Context: an optimization exercise on an open-source flow, tuned for small area. The choices shown serve that exercise and are no tape-out recipe.
The RTL was checked by simulation tests, not by an equivalence proof against the original design.
No driver is modelled on the clock port, so clock power and skew are understated where the tree is cut down; a real chip needs a root buffer or a tree.
No activity file was given, so power comes from the tool's default toggle rates.

job 3552:
// camctl
module camctl (
    input  wire        clk,
    input  wire        rst,
    input  wire        cmd_valid,
    output wire        cmd_ready,
    input  wire [2:0]  cmd_op,
    input  wire [7:0]  cmd_addr,
    input  wire [7:0]  cmd_val,
    output wire        rsp_valid,
    output wire [1:0]  rsp_status,
    output wire [7:0]  rsp_code,
    output wire [7:0]  rsp_data,
    output wire        tr_req,
    output wire        tr_we,
    output wire [7:0]  tr_addr,
    output wire [7:0]  tr_wdata,
    input  wire        tr_done,
    input  wire        tr_fail,
    input  wire [7:0]  tr_rdata,
    output wire        log_valid,
    output wire [1:0]  log_kind,
    output wire [7:0]  log_data,
    input  wire        s_valid,
    input  wire [7:0]  s_data,
    input  wire        s_last,
    input  wire        s_restart,
    input  wire        cfg_varlen,
    input  wire [23:0] cfg_expected,
    output wire        q_valid,
    output wire [1:0]  q_outcome,
    output wire        q_close,
    output wire [11:0] q_len
);
Size: ~670 cells after synthesis, about 0.0076 sq mm of cells after synthesis.
export LEC_CHECK = 0
export CAP_MARGIN = 20
export CORE_MARGIN = 2
export CORE_UTILIZATION = 40
export SLEW_MARGIN = 20
create_clock -name core_clock -period 6.0 [get_ports {clk}]
standard.sh (not shown) runs the stock make flow with config.mk's settings and CLKGATE_MAP_FILE= SYNTH_SCRIPT=/design/flow/synth_recipe.tcl, a recipe that flattens the netlist after the stock synthesis.
==> flow/flow/run.sh <==
#!/bin/bash
# Standard ORFS layout, with buf_1 port buffers and a clock tree without dummy loads.
set -euo pipefail
export BUFFER_PORTS_ARGS="-buffer_cell sky130_fd_sc_hd__buf_1"
export CTS_ARGS="-sink_clustering_enable -repair_clock_nets -dont_use_dummy_load -buf_list {sky130_fd_sc_hd__clkbuf_4 sky130_fd_sc_hd__clkbuf_8}"
bash standard.sh > standard.log 2>&1
Job 3552 closes out successfully: all stages finished, all timing, DRC and antenna checks passed.
Modified inputs, job 1800 compared to job 3552
# job 3552
export LEC_CHECK = 0
export CAP_MARGIN = 20
export CORE_MARGIN = 2
export CORE_UTILIZATION = 40
export SLEW_MARGIN = 20
create_clock -name core_clock -period 6.0 [get_ports {clk}]
# job 1800
export LEC_CHECK = 0
export CAP_MARGIN = 20
export CORE_MARGIN = 2
export CORE_UTILIZATION = 65
export SLEW_MARGIN = 20
create_clock -name core_clock -period 6.0 [get_ports {clk}]
==> flow/flow/run.sh <==
#!/bin/bash
# Standard ORFS layout, with buf_1 port buffers and a clock tree without dummy loads.
set -euo pipefail
export BUFFER_PORTS_ARGS="-buffer_cell sky130_fd_sc_hd__buf_1"
export CTS_ARGS="-sink_clustering_enable -repair_clock_nets -dont_use_dummy_load -sink_clustering_size 40 -sink_clustering_max_diameter 200 -buf_list {sky130_fd_sc_hd__clkbuf_4 sky130_fd_sc_hd__clkbuf_8 sky130_fd_sc_hd__clkbuf_16}"
bash standard.sh > standard.log 2>&1
Results
- For the worst setup margin, job 1800 came in 0.048 ns lower than job 3552 did.
- Total power of job 1800 is higher than that of job 3552.
- Looking at register clock-pin slew on the reported worst setup and hold paths, job 1800 sits 0.03 ns below job 3552.
- Higher relative contribution of combinational cells to total power among job 1800 and job 3552: job 3552
- First-pass iteration count of the detailed router (lower): job 3552
- Total met2 wirelength after detailed routing: job 1800 > job 3552
- Job 1800 vs. job 3552: met3 wire length now larger, wire length comparable.
- Row area added between synthesis and finish: job 1800 higher / job 3552 lower
Here is what was changed in the inputs of job 8279 compared with job 1800.
# job 1800
export LEC_CHECK = 0
export CAP_MARGIN = 20
export CORE_MARGIN = 2
export CORE_UTILIZATION = 65
export SLEW_MARGIN = 20
create_clock -name core_clock -period 6.0 [get_ports {clk}]
# job 8279
export LEC_CHECK = 0
export CAP_MARGIN = 20
export CORE_MARGIN = 2
export CORE_UTILIZATION = 40
export SLEW_MARGIN = 20
create_clock -name core_clock -period 6.0 [get_ports {clk}]
==> flow/run.sh (new file) <==
#!/bin/bash
# synth_recipe.tcl (not shown) runs the flow's synth.tcl, then flattens the netlist and writes it again
# the make line also repeats each setting of config.mk as NAME=value (left out here)
make -C /OpenROAD-flow-scripts/flow DESIGN_CONFIG=/design/flow/config.mk WORK_HOME=/design/flow/orfs CLKGATE_MAP_FILE= SYNTH_SCRIPT=/design/flow/synth_recipe.tcl finish
removed: flow/flow/run.sh
removed: flow/standard.sh
Number of ordinary and repair buffers in the finished layout (job 8279 over job 1800): decrease, 1. Job 8279 against job 1800: final hold slack now sits at about the same level, achievable clock frequency now sits lower, total power now sits higher.

* * *

Setup of harbor:
Another version of the RTL of camctl (not shown whole).
For scale: roughly 670 cells after synthesis.
==> flow/config.mk <==
export PLATFORM = sky130hd
export DESIGN_NAME = camctl
export DESIGN_NICKNAME = camctl
export VERILOG_FILES = /design/flow/design.v
export SDC_FILE = /design/flow/constraint.sdc
export NUM_CORES = 4
export LEC_CHECK = 0
export CAP_MARGIN = 0
export CORE_MARGIN = 2
export CORE_UTILIZATION = 65
export SLEW_MARGIN = 0
==> flow/constraint.sdc <==
create_clock -name core_clock -period 6.0 [get_ports {clk}]
set_input_delay 1.2000 -clock core_clock [delete_from_list [all_inputs] [get_ports {clk}]]
set_output_delay 1.2000 -clock core_clock [all_outputs]
set_load 0.01 [all_outputs]
==> flow/flow/run.sh <==
#!/bin/bash
# Standard ORFS layout with three changes:
#  - after the standard synthesis, its combinational logic is re-mapped for
#    area by flow/resyn.tcl (registers untouched), with each flow/resyn_*.abc
#    script; the smallest netlist whose pre-layout setup slack is at least
#    0.6 ns is laid out (the standard netlist if none is);
#  - ports get buf_1 buffers;
#  - the clock tree is two levels of buffers built by flow/cts_hook.tcl.
# Each tool's output goes to a log file in this folder.
set -euo pipefail
here=$(pwd)
platform=$FLOW_HOME/platforms/sky130hd
lib=$platform/lib/sky130_fd_sc_hd__tt_025C_1v80.lib
res=$here/orfs/results/sky130hd/camctl/base

bash standard.sh synth > synth.log 2>&1

cp $res/1_2_yosys.v $here/std_synth.v
dont_use="$(grep -o 'cell *( *"\?sky130_fd_sc_hd__\(lpflow\|probe\)[a-z0-9_]*' $lib | grep -o 'sky130_fd_sc_hd__[a-z0-9_]*' | sort -u | tr '\n' ' ')"
for abc in $here/flow/resyn_*.abc; do
    c=$(basename $abc .abc)
    (
        RESYN_IN=$here/std_synth.v RESYN_OUT=$here/$c.v RESYN_LIB=$lib RESYN_ABC=$abc \
        RESYN_DONT_USE="$dont_use" yosys -c $here/flow/resyn.tcl > $c.log 2>&1 || true
    ) &
done
wait
best=$here/std_synth.v
best_area=
for abc in $here/flow/resyn_*.abc; do
    c=$(basename $abc .abc)
    [[ -s $here/$c.v ]] || continue
    area=$(grep "Chip area for module '\\\\camctl'" $c.log | tail -1 | awk '{print $NF}')
    STA_NETLIST=$here/$c.v STA_PLATFORM=$platform STA_SDC=$here/constraint.sdc \
        openroad -no_init -exit $here/flow/sta.tcl > $c.sta.log 2>&1 || true
    slack=$(grep '^slack' $c.sta.log | awk '{print $2}')
    echo "$c area $area slack $slack" >> choice.log
    [[ -n "$area" && -n "$slack" ]] || continue
    if awk -v s=$slack 'BEGIN { exit !(s >= 0.6) }' &&
       { [[ -z "$best_area" ]] || awk -v a=$area -v b=$best_area 'BEGIN { exit !(a < b) }'; }; then
        best=$here/$c.v
        best_area=$area
    fi
done
echo "chosen $best" >> choice.log
cp $best $res/1_2_yosys.v
rm -f $res/1_synth.odb $res/1_synth.sdc

export BUFFER_PORTS_ARGS="-buffer_cell sky130_fd_sc_hd__buf_1"
export PRE_CTS_TCL="$here/flow/cts_hook.tcl"
export MY_CTS_LEAVES=${MY_CTS_LEAVES:-8}
export MY_CTS_LEAF=${MY_CTS_LEAF:-sky130_fd_sc_hd__clkbuf_8}
export MY_CTS_ROOT=${MY_CTS_ROOT:-sky130_fd_sc_hd__clkbuf_4}
bash standard.sh > layout.log 2>&1
==> flow/flow/cts_hook.tcl <==
# Sourced by ORFS cts.tcl before its clock_tree_synthesis call (PRE_CTS_TCL).
# Replaces clock_tree_synthesis with a two-level tree: one root buffer on the
# clock port driving one leaf buffer per group of flip-flops (the
# placed clock pins split at medians into groups of nearly equal size).
# Every flip-flop is two buffers from the port.

proc clock_tree_synthesis { args } {
  set nleaf     [expr { [info exists ::env(MY_CTS_LEAVES)] ? $::env(MY_CTS_LEAVES) : 4 }]
  set leaf_cell [expr { [info exists ::env(MY_CTS_LEAF)] ? $::env(MY_CTS_LEAF) : "sky130_fd_sc_hd__clkbuf_8" }]
  set root_cell [expr { [info exists ::env(MY_CTS_ROOT)] ? $::env(MY_CTS_ROOT) : "sky130_fd_sc_hd__clkbuf_4" }]
  set db    [ord::get_db]
  set block [ord::get_db_block]
  set clk   [$block findNet clk]
  set sinks {}
  set xs {}
  set ys {}
  foreach it [$clk getITerms] {
    set loc [$it getAvgXY]
    lappend sinks $it
    lappend xs [lindex $loc 1]
    lappend ys [lindex $loc 2]
  }
  set n [llength $sinks]
  puts "my_cts: $n sinks, $nleaf leaves of $leaf_cell, root $root_cell"
  # split the clock pins at medians, along the wider side of each group,
  # into nleaf groups of nearly equal size
  set all {}
  for { set i 0 } { $i < $n } { incr i } { lappend all $i }
  set todo [list [list $all $nleaf]]
  set groups {}
  while { [llength $todo] > 0 } {
    lassign [lindex $todo 0] members k
    set todo [lrange $todo 1 end]
    if { $k <= 1 } {
      lappend groups $members
      continue
    }
    set gx {}
    set gy {}
    foreach i $members {
      lappend gx [lindex $xs $i]
      lappend gy [lindex $ys $i]
    }
    set wx [expr { [tcl::mathfunc::max {*}$gx] - [tcl::mathfunc::min {*}$gx] }]
    set wy [expr { [tcl::mathfunc::max {*}$gy] - [tcl::mathfunc::min {*}$gy] }]
    set keyed {}
    foreach i $members {
      lappend keyed [list $i [expr { $wx >= $wy ? [lindex $xs $i] : [lindex $ys $i] }]]
    }
    set sorted {}
    foreach e [lsort -integer -index 1 $keyed] { lappend sorted [lindex $e 0] }
    set k1 [expr { $k / 2 }]
    set h [expr { [llength $sorted] * $k1 / $k }]
    lappend todo [list [lrange $sorted 0 [expr { $h - 1 }]] $k1]
    lappend todo [list [lrange $sorted $h end] [expr { $k - $k1 }]]
  }
  set nleaf [llength $groups]
  set asg [lrepeat $n 0]
  set cx {}
  set cy {}
  set sc {}
  set k 0
  foreach g $groups {
    set sx 0.0
    set sy 0.0
    foreach i $g {
      lset asg $i $k
      set sx [expr { $sx + [lindex $xs $i] }]
      set sy [expr { $sy + [lindex $ys $i] }]
    }
    lappend cx [expr { int($sx / [llength $g]) }]
    lappend cy [expr { int($sy / [llength $g]) }]
    lappend sc [llength $g]
    incr k
  }
  set root_master [$db findMaster $root_cell]
  set leaf_master [$db findMaster $leaf_cell]
  set root [odb::dbInst_create $block $root_master clkbuf_root]
  set rnet [odb::dbNet_create $block clknet_root]
  $rnet setSigType CLOCK
  [$root findITerm A] connect $clk
  [$root findITerm X] connect $rnet
  set ax 0.0
  set ay 0.0
  set used 0
  for { set k 0 } { $k < $nleaf } { incr k } {
    if { [lindex $sc $k] == 0 } { continue }
    set b [odb::dbInst_create $block $leaf_master clkbuf_leaf_$k]
    set net [odb::dbNet_create $block clknet_leaf_$k]
    $net setSigType CLOCK
    [$b findITerm A] connect $rnet
    [$b findITerm X] connect $net
    for { set i 0 } { $i < $n } { incr i } {
      if { [lindex $asg $i] == $k } {
        set it [lindex $sinks $i]
        $it disconnect
        $it connect $net
      }
    }
    $b setLocation [lindex $cx $k] [lindex $cy $k]
    $b setPlacementStatus PLACED
    set ax [expr { $ax + [lindex $cx $k] }]
    set ay [expr { $ay + [lindex $cy $k] }]
    incr used
    puts "my_cts: leaf $k at [lindex $cx $k] [lindex $cy $k] with [lindex $sc $k] sinks"
  }
  $root setLocation [expr { int($ax / $used) }] [expr { int($ay / $used) }]
  $root setPlacementStatus PLACED
  $clk setSigType CLOCK
  set_propagated_clock [all_clocks]
}
==> flow/flow/resyn.tcl <==
# Yosys script (yosys -c): re-map the combinational logic of the standard
# synthesis netlist for area. Flip-flops and tie cells stay as they are, with
# their instance names, so the registers match the standard synthesis.
# Environment: RESYN_IN, RESYN_OUT (netlists), RESYN_LIB (liberty),
# RESYN_ABC (abc script), RESYN_DONT_USE (cells abc must not use).
yosys read_liberty -ignore_miss_func $::env(RESYN_LIB)
yosys read_verilog $::env(RESYN_IN)
yosys hierarchy -top camctl
yosys setattr -mod -set keep_hierarchy 1 sky130_fd_sc_hd__*df* sky130_fd_sc_hd__*dl* sky130_fd_sc_hd__conb_1
yosys flatten
yosys opt_clean -purge
set dont_use {}
foreach c $::env(RESYN_DONT_USE) { lappend dont_use -dont_use $c }
yosys abc -liberty $::env(RESYN_LIB) {*}$dont_use -script $::env(RESYN_ABC)
yosys opt_clean -purge
yosys read_liberty -lib -overwrite -ignore_miss_func $::env(RESYN_LIB)
yosys hilomap -singleton -hicell sky130_fd_sc_hd__conb_1 HI -locell sky130_fd_sc_hd__conb_1 LO
yosys insbuf -buf sky130_fd_sc_hd__buf_1 A X
yosys select camctl
yosys stat -liberty $::env(RESYN_LIB)
yosys check -assert
yosys write_verilog -noattr -nohex -nodec -selected $::env(RESYN_OUT)
==> flow/flow/resyn_amap.abc <==
strash
&get -n
&deepsyn -T 20 -S 1
&put
dch -f
amap
==> flow/flow/resyn_amap2.abc <==
strash
&get -n
&deepsyn -T 20 -S 2
&put
dch -f
amap
==> flow/flow/resyn_amap3.abc <==
strash
&get -n
&deepsyn -T 20 -S 3
&put
dch -f
amap
==> flow/flow/resyn_nfr.abc <==
strash
&get -n
&deepsyn -T 20 -S 1
&put
dch -f
&get -n
&nf -R 1000
&put
==> flow/flow/resyn_nfr2.abc <==
strash
&get -n
&deepsyn -T 20 -S 2
&put
dch -f
&get -n
&nf -R 1000
&put
Other scripts of this flow, unchanged in this note and not shown: flow/flow/sta.tcl
Input-level comparison between pepper and harbor:
- swapping 0 for 20 in SLEW_MARGIN
- swapping 0 for 20 in CAP_MARGIN
diff --git a/flow/flow/run.sh b/flow/flow/run.sh
--- a/flow/flow/run.sh
+++ b/flow/flow/run.sh
@@ -2,7 +2,8 @@
 # Standard ORFS layout with three changes:
 #  - after the standard synthesis, its combinational logic is re-mapped for
-#    area by flow/resyn.tcl (registers untouched), with each flow/resyn_*.abc
-#    script; the smallest netlist whose pre-layout setup slack is at least
-#    0.6 ns is laid out (the standard netlist if none is);
+#    area by flow/resyn.tcl (registers untouched), with the abc scripts
+#    flow/resyn_*.abc and several deepsyn seeds; the smallest netlist whose
+#    pre-layout setup slack is at least 0.6 ns is laid out (the standard
+#    netlist if none is);
 #  - ports get buf_1 buffers;
 #  - the clock tree is two levels of buffers built by flow/cts_hook.tcl.
@@ -18,8 +19,16 @@
 cp $res/1_2_yosys.v $here/std_synth.v
 dont_use="$(grep -o 'cell *( *"\?sky130_fd_sc_hd__\(lpflow\|probe\)[a-z0-9_]*' $lib | grep -o 'sky130_fd_sc_hd__[a-z0-9_]*' | sort -u | tr '\n' ' ')"
-for abc in $here/flow/resyn_*.abc; do
-    c=$(basename $abc .abc)
+# candidates: each abc script template with several deepsyn seeds, at most
+# NUM_CORES at a time
+cands=
+for t in amap:1 amap:2 amap:3 amap:4 amap:5 amap:6 nfr:1 nfr:2; do
+    c=resyn_${t%%:*}_s${t##*:}
+    sed "s/SEED/${t##*:}/" $here/flow/resyn_${t%%:*}.abc > $here/$c.abc
+    cands="$cands $c"
+done
+for c in $cands; do
+    while (( $(jobs -r | wc -l) >= ${NUM_CORES:-4} )); do sleep 1; done
     (
-        RESYN_IN=$here/std_synth.v RESYN_OUT=$here/$c.v RESYN_LIB=$lib RESYN_ABC=$abc \
+        RESYN_IN=$here/std_synth.v RESYN_OUT=$here/$c.v RESYN_LIB=$lib RESYN_ABC=$here/$c.abc \
         RESYN_DONT_USE="$dont_use" yosys -c $here/flow/resyn.tcl > $c.log 2>&1 || true
     ) &
@@ -28,6 +37,5 @@
 best=$here/std_synth.v
 best_area=
-for abc in $here/flow/resyn_*.abc; do
-    c=$(basename $abc .abc)
+for c in $cands; do
     [[ -s $here/$c.v ]] || continue
     area=$(grep "Chip area for module '\\\\camctl'" $c.log | tail -1 | awk '{print $NF}')
==> flow/flow/resyn_amap.abc <==
strash
&get -n
&deepsyn -T 10 -S SEED
&put
dch -f
amap
==> flow/flow/resyn_nfr.abc <==
strash
&get -n
&deepsyn -T 10 -S SEED
&put
dch -f
&get -n
&nf -R 1000
&put
removed: flow/flow/resyn_amap2.abc
removed: flow/flow/resyn_amap3.abc
removed: flow/flow/resyn_nfr2.abc
==> comparison <==
Result: PASS for each of pepper and harbor. pepper gives less average cell area after synthesis than harbor did. Portion of total power attributed to combinational logic (lower): pepper. Looking at pepper and harbor, the source-to-sink clock delay at the later pin of the worst-skew pair is a wash. Lower number of vias after detailed routing goes to pepper over harbor. ~same area of all placed cells without fillers in pepper and harbor.
Modified inputs, willow compared to pepper
==> flow/flow/run.sh <==
#!/bin/bash
# Standard ORFS layout with three changes:
#  - after the standard synthesis, its combinational logic is re-mapped for
#    area by flow/resyn.tcl (registers untouched), with each flow/resyn_*.abc
#    script; the smallest netlist whose pre-layout setup slack is at least
#    0.6 ns is laid out (the standard netlist if none is);
#  - ports get buf_1 buffers;
#  - the clock tree is two levels of buffers built by flow/cts_hook.tcl.
# Each tool's output goes to a log file in this folder.
set -euo pipefail
here=$(pwd)
platform=$FLOW_HOME/platforms/sky130hd
lib=$platform/lib/sky130_fd_sc_hd__tt_025C_1v80.lib
res=$here/orfs/results/sky130hd/camctl/base

bash standard.sh synth > synth.log 2>&1

cp $res/1_2_yosys.v $here/std_synth.v
dont_use="$(grep -o 'cell *( *"\?sky130_fd_sc_hd__\(lpflow\|probe\)[a-z0-9_]*' $lib | grep -o 'sky130_fd_sc_hd__[a-z0-9_]*' | sort -u | tr '\n' ' ')"
for abc in $here/flow/resyn_*.abc; do
    c=$(basename $abc .abc)
    (
        RESYN_IN=$here/std_synth.v RESYN_OUT=$here/$c.v RESYN_LIB=$lib RESYN_ABC=$abc \
        RESYN_DONT_USE="$dont_use" yosys -c $here/flow/resyn.tcl > $c.log 2>&1 || true
    ) &
done
wait
best=$here/std_synth.v
best_area=
for abc in $here/flow/resyn_*.abc; do
    c=$(basename $abc .abc)
    [[ -s $here/$c.v ]] || continue
    area=$(grep "Chip area for module '\\\\camctl'" $c.log | tail -1 | awk '{print $NF}')
    STA_NETLIST=$here/$c.v STA_PLATFORM=$platform STA_SDC=$here/constraint.sdc \
        openroad -no_init -exit $here/flow/sta.tcl > $c.sta.log 2>&1 || true
    slack=$(grep '^slack' $c.sta.log | awk '{print $2}')
    echo "$c area $area slack $slack" >> choice.log
    [[ -n "$area" && -n "$slack" ]] || continue
    if awk -v s=$slack 'BEGIN { exit !(s >= 0.6) }' &&
       { [[ -z "$best_area" ]] || awk -v a=$area -v b=$best_area 'BEGIN { exit !(a < b) }'; }; then
        best=$here/$c.v
        best_area=$area
    fi
done
echo "chosen $best" >> choice.log
cp $best $res/1_2_yosys.v
rm -f $res/1_synth.odb $res/1_synth.sdc

export BUFFER_PORTS_ARGS="-buffer_cell sky130_fd_sc_hd__buf_1"
export PRE_CTS_TCL="$here/flow/cts_hook.tcl"
export MY_CTS_LEAVES=${MY_CTS_LEAVES:-7}
export MY_CTS_LEAF=${MY_CTS_LEAF:-sky130_fd_sc_hd__clkbuf_8}
export MY_CTS_ROOT=${MY_CTS_ROOT:-sky130_fd_sc_hd__clkbuf_4}
bash standard.sh > layout.log 2>&1
==> flow/flow/resyn_amap.abc <==
strash
&get -n
&deepsyn -T 20 -S 1
&put
dch -f
amap
==> flow/flow/resyn_amap2.abc (new file) <==
strash
&get -n
&deepsyn -T 20 -S 2
&put
dch -f
amap
==> flow/flow/resyn_amap3.abc (new file) <==
strash
&get -n
&deepsyn -T 20 -S 3
&put
dch -f
amap
==> flow/flow/resyn_nfr.abc <==
strash
&get -n
&deepsyn -T 20 -S 1
&put
dch -f
&get -n
&nf -R 1000
&put
==> flow/flow/resyn_nfr2.abc (new file) <==
strash
&get -n
&deepsyn -T 20 -S 2
&put
dch -f
&get -n
&nf -R 1000
&put
### Flow results
Looking at clock-pin slew of the registers on the worst-case setup and hold paths, willow sits 0.02 ns higher than pepper does. Compared with pepper, willow shows a lower growth of design area from synthesis to finish. Comparing average wire length per cell after detail routing for pepper and willow, the bigger number came from willow. Comparing willow with pepper, the cell area came out essentially unchanged. Of pepper and willow, the lower clock group share of total power belongs to willow. In willow, core occupancy in the finished layout is lower than in pepper. willow does worse than pepper on wire length of the first global-routing pass. Wire length: willow vs pepper up 6.6%. willow against pepper: clock latency on the worst-skew pair saw little to no change, final worst slack saw a decrease.
Setup changes, willow to quartz
diff --git a/flow/flow/run.sh b/flow/flow/run.sh
--- a/flow/flow/run.sh
+++ b/flow/flow/run.sh
@@ -49,5 +49,5 @@
 export BUFFER_PORTS_ARGS="-buffer_cell sky130_fd_sc_hd__buf_1"
 export PRE_CTS_TCL="$here/flow/cts_hook.tcl"
-export MY_CTS_LEAVES=${MY_CTS_LEAVES:-7}
+export MY_CTS_LEAVES=${MY_CTS_LEAVES:-8}
 export MY_CTS_LEAF=${MY_CTS_LEAF:-sky130_fd_sc_hd__clkbuf_8}
 export MY_CTS_ROOT=${MY_CTS_ROOT:-sky130_fd_sc_hd__clkbuf_4}
## What came out
Result: PASS for each of quartz and willow. For the count of TritonRoute iterations in the first routing pass, quartz came in 1 lower than willow did. Changes observed in quartz relative to willow: setup fix buffers added after clock tree synthesis stayed essentially flat, first-pass GRT wire length fell by 290 um. As of quartz, critical path depth had risen by a few percent compared to willow. Detailed-route wire length: quartz better than willow. On clock power: between quartz and willow, it ends up higher for quartz. The lower utilization came out of willow.
In every run of this note, the design's own scripts or RTL, not TritonCTS, make the clock network.

[separate check: timing with driven ports]
No port has a modelled driver above. Below, the same layouts with a new extraction and two added sets of constraints.
Step 1, drivers: a clkbuf_16 drives clk and a buf_2 each remaining input, both assumed.
Step 2 also shifts input and output timing later by t, the mid clock arrival at the registers, as if the neighbouring blocks saw the same clock.
Slacks: ideal ports / drivers / drivers and shift; pairs: ideal ports / drivers.
run	shift t [ns]	setup WS [ns]	hold slack, ns	worst data-port slew with drivers (ns)
job 3552	0.472	1.474 / 1.433 / 1.905	0.462 / 0.462 / 0.462	0.06
job 1800	0.457	1.426 / 1.386 / 1.842	0.464 / 0.464 / 0.464	0.06
job 8279	0.468	1.066 / 1.021 / 1.190	0.466 / 0.466 / 0.466	0.06
harbor	0.499	0.754 / 0.740 / 0.241	0.454 / 0.454 / 0.454	0.04
pepper	0.505	0.862 / 0.870 / 0.365	0.442 / 0.442 / 0.442	0.05
willow	0.499	0.695 / 0.678 / 0.179	0.444 / 0.444 / 0.444	0.05
quartz	0.518	0.779 / 0.780 / 0.261	0.467 / 0.467 / 0.467	0.06
After both steps setup and hold are still met in every run listed. For quartz, which loses most, drivers alone change the setup slack by +0.001 ns; drivers and shift together by -0.518 ns.
